Background: an optimization exercise with open tools, aiming at small area. Do not read the settings as production practice. The RTL was checked by simulation tests, not by an equivalence proof against the original design.

==> 05-13 <==
==> flow/design.v (excerpt) <==
module rab (
    input  wire        clk,
    input  wire        rst,
    input  wire        sub_valid,
    input  wire        sub_ctx,
    input  wire [31:0] sub_cmd,
    input  wire [31:0] sub_arg0,
    input  wire [31:0] sub_arg1,
    output wire [1:0]  busy,
    output wire [1:0]  done,
    output wire [2:0]  status0,
    output wire [31:0] result0,
    output wire [2:0]  status1,
    output wire [31:0] result1,
    output reg         bus_req,
    output reg         bus_we,
    output reg  [31:0] bus_addr,
    output reg  [31:0] bus_wdata,
    input  wire        bus_ack,
    input  wire [31:0] bus_rdata,
    input  wire        bus_err,
    output reg         irq_valid,
    output reg  [7:0]  irq_num,
    output reg  [2:0]  irq_prio,
    output reg         ntf_valid,
    output reg  [31:0] ntf_token
);
clock: 12.0 ns
lec_check: 0
cap_margin: 0
core_margin: 2
core_utilization: 30
cts_buf_list: sky130_fd_sc_hd__clkbuf_8
cts_cluster_diameter: 60
cts_cluster_size: 16
place_density: 0.6
slew_margin: 0
standard.sh (not shown) runs the stock make flow with config.mk's settings and CLKGATE_MAP_FILE= SYNTH_SCRIPT=/design/flow/synth_recipe.tcl, a recipe that flattens the netlist after the stock synthesis.
==> flow/flow/run.sh <==
#!/bin/bash
set -euo pipefail
bash standard.sh "BUFFER_PORTS_ARGS=-buffer_cell sky130_fd_sc_hd__buf_1" finish > flow_standard.log 2>&1
==> 07-06 (differences from 05-13) <==
--- a/flow/design.v
+++ b/flow/design.v
@@ -47,17 +47,17 @@
     reg [31:0] lt_0, lt_1;          
     reg [3:0]  stp0, stp1;
     reg        ph0, ph1;
     reg [1:0]  sbc0, sbc1;          
     reg        lock0;               
     wire [47:0]  g_ok;
     wire [23:0]  t_ok;              
     wire [23:0]  t_armp;            
-    wire [11:0]  t_uc;              
+    wire [23:0]  t_uc;              
     wire [23:0]  t_ub;              
     wire [47:0]  t_code;            
     wire [767:0] t_cb;              
     assign busy    = {act1, act0};
     assign done    = {done1, done0};
     assign status0 = st0_r;
     assign status1 = st1_r;
     assign result0 = res0_r;
@@ -161,18 +161,18 @@
     wire a_gok   = g_ok[a_gidx];
     wire a_bsame = k_tc && (k_blk == a_blk);
     wire a_busyA = a_bsame && (k_use != U_B);
     wire a_busyB = a_bsame && (k_use != U_A);
     wire a_busy0 = (a_use == U_B) ? a_busyB : a_busyA;
     wire       a_okA  = t_ok[a_tA];
     wire       a_okB  = t_ok[a_tB];
     wire       a_ok0  = t_ok[a_t0];
-    wire [1:0] a_usA  = t_uc[a_blk] ? U_C : U_A;
-    wire [1:0] a_usB  = t_uc[a_blk] ? U_C : t_ub[a_tB] ? U_B : U_A;
+    wire [1:0] a_usA  = t_uc[a_tA] ? U_C : U_A;
+    wire [1:0] a_usB  = t_uc[a_tB] ? U_C : t_ub[a_tB] ? U_B : U_A;
     wire [1:0] a_us0  = (a_use == U_B) ? a_usB : a_usA;
     wire a_exists = !a_busy0 && a_ok0 && (a_us0 == a_use);
     wire a_conflict =
         (a_use != U_C) ? (a_busy0 || (a_ok0 && a_us0 != a_use))
                        : (a_busyA || a_busyB ||
                           (a_okA && a_usA != U_C) ||
                           (a_okB && a_usB != U_C));
     reg       a_end;
@@ -556,51 +556,45 @@
                 always @(posedge clk) begin
                     if (rst)
                         ok <= 1'b0;
                     else if (e_end && e_gi && c_gidx == g)
                         ok <= !e_err;
                 end
             end
         end
-        for (g = 0; g < 12; g = g + 1) begin : tb
-            reg uc;
-            assign t_uc[g] = uc;
-            always @(posedge clk) begin
-                if (e_err && e_tc && c_blk == g)
-                    uc <= 1'b0;
-                else if (a_tcfg && a_blk == g)
-                    uc <= (a_use == U_C);
-            end
-        end
         for (g = 0; g < 24; g = g + 1) begin : tl
             reg [31:0] cb;
             reg [1:0]  code;
-            reg        ok, armp, ub;
+            reg        ok, armp, uc, ub;
             assign t_cb[g*32 +: 32] = cb;
             assign t_code[g*2 +: 2] = code;
             assign t_ok[g]   = ok;
             assign t_armp[g] = armp;
+            assign t_uc[g]   = uc;
             assign t_ub[g]   = ub;
             wire a_cov = (a_blk == g / 2) &&
                          ((g % 2 == 0) ? (a_use != U_B) : (a_use != U_A));
             wire c_cov = (c_blk == g / 2) &&
                          ((g % 2 == 0) ? (c_use != U_B) : (c_use != U_A));
             wire e_wr  = c_cov && ((e_end && e_tc) || (e_fin && e_ta));
             always @(posedge clk) begin
                 if (a_tarmp && a_cov)
                     cb <= sub_arg0;
                 if (e_err && e_tc && c_cov)
                     code <= 2'd0;
                 else if (a_tcfg && a_cov)
                     code <= mode_code(a_mode);
-                if (e_err && e_tc && c_cov)
+                if (e_err && e_tc && c_cov) begin
+                    uc <= 1'b0;
                     ub <= 1'b0;
-                else if (a_tcfg && a_cov)
+                end else if (a_tcfg && a_cov) begin
+                    uc <= (a_use == U_C);
                     ub <= (g % 2 == 1) && (a_use == U_B);
+                end
                 if (e_wr)
                     armp <= 1'b0;
                 else if (a_tcfg && a_cov)
                     armp <= 1'b0;
                 else if (a_tarmp && a_cov)
                     armp <= 1'b1;
                 if (rst)
                     ok <= 1'b0;
==> flow/flow/run.sh (replaced) <==
#!/bin/bash
set -euo pipefail
bash standard.sh "BUFFER_PORTS_ARGS=-buffer_cell sky130_fd_sc_hd__buf_1" RECOVER_POWER=100 finish > flow_standard.log 2>&1
- CAP_MARGIN: 0 -> 20
- CORE_UTILIZATION: 30 -> 50
- PLACE_DENSITY: 0.6 -> 0.7
- SLEW_MARGIN: 0 -> 20
==> 07-02 (differences from 05-13) <==
- CAP_MARGIN: 0 -> 20
- CORE_UTILIZATION: 30 -> 50
- PLACE_DENSITY: 0.6 -> 0.7
- SLEW_MARGIN: 0 -> 20
==> results.sh <==
export IMPL_status="no timing/DRC/antenna violations"
export IMPL_pg_seq_w=0.00472
export IMPL_path_clk_slew_ns=0.11
export IMPL_dr_wl_met3_mm=23.0
export IMPL_syn_area_mm2=0.0551
export IMPL_via_count=42050
export IMPL_synth_top_area_share_pct=54.4
(the above is from 07-02)
==> results.sh <==
export IMPL_synth_compound_area_share_pct=17.1
export IMPL_crit_type="reg2out"
export IMPL_dr_wl_met3_mm=19.6
export IMPL_pg_seq_w=0.00472
export IMPL_cp_top_family="compound AO/OA/AOI/OAI gates"
export IMPL_final_clkbuf_count=101
export IMPL_arrival_ns=8.84
export IMPL_syn_area_mm2=0.0551
export IMPL_path_clk_slew_ns=0.11
export IMPL_setup_viol=0
export IMPL_via_count=41750
export IMPL_status="no timing/DRC/antenna violations"
export IMPL_die_h_um=433
export IMPL_layout_min_cycle_time_ns=11.24
(the above is from 05-13)
==> results.sh <==
export IMPL_status="complete, but fails checks"
export IMPL_failed_checks="max-capacitance violations, max-slew violations"
export IMPL_synth_top_area_share_pct=53.5
export IMPL_path_clk_slew_ns=0.09
export IMPL_syn_area_mm2=0.0560
export IMPL_dr_wl_met3_mm=26.2
export IMPL_drv_cap=45
export IMPL_via_count=43036
export IMPL_drv_slew=1349
(the above is from 07-06)

==> port drivers added, routing unchanged <==
The results above use ideal ports. As a check the final layouts listed here were re-extracted and re-timed, cells and wires unchanged. Step 1: set_driving_cell puts a clkbuf_16 on clk and a buf_2 on each other input, an assumption about the parent block. Step 2 also shifts input and output timing later by t, the mid clock arrival at the registers, as if the neighbouring blocks saw the same clock. Three values: ideal, step 1, step 2; two values: the first two.
| run | t (ns) | slack for setup (ns) | worst setup path at the end | clock arrival spread, ns | pins driven straight from the clock port |
|---|---|---|---|---|---|
| 05-13 | 0.927 | 0.759 / 0.687 / 1.614 | register to output | 0.106 / 0.106 | 1 |
| 07-06 | 0.867 | 0.965 / 0.900 / 0.141 | input to register | 0.056 / 0.056 | 1 |
| 07-02 | 0.883 | 0.919 / 0.844 / 1.727 | register to output | 0.073 / 0.073 | 1 |
For 07-06, which loses most, drivers alone change the setup slack by -0.065 ns; drivers and shift together by -0.824 ns.
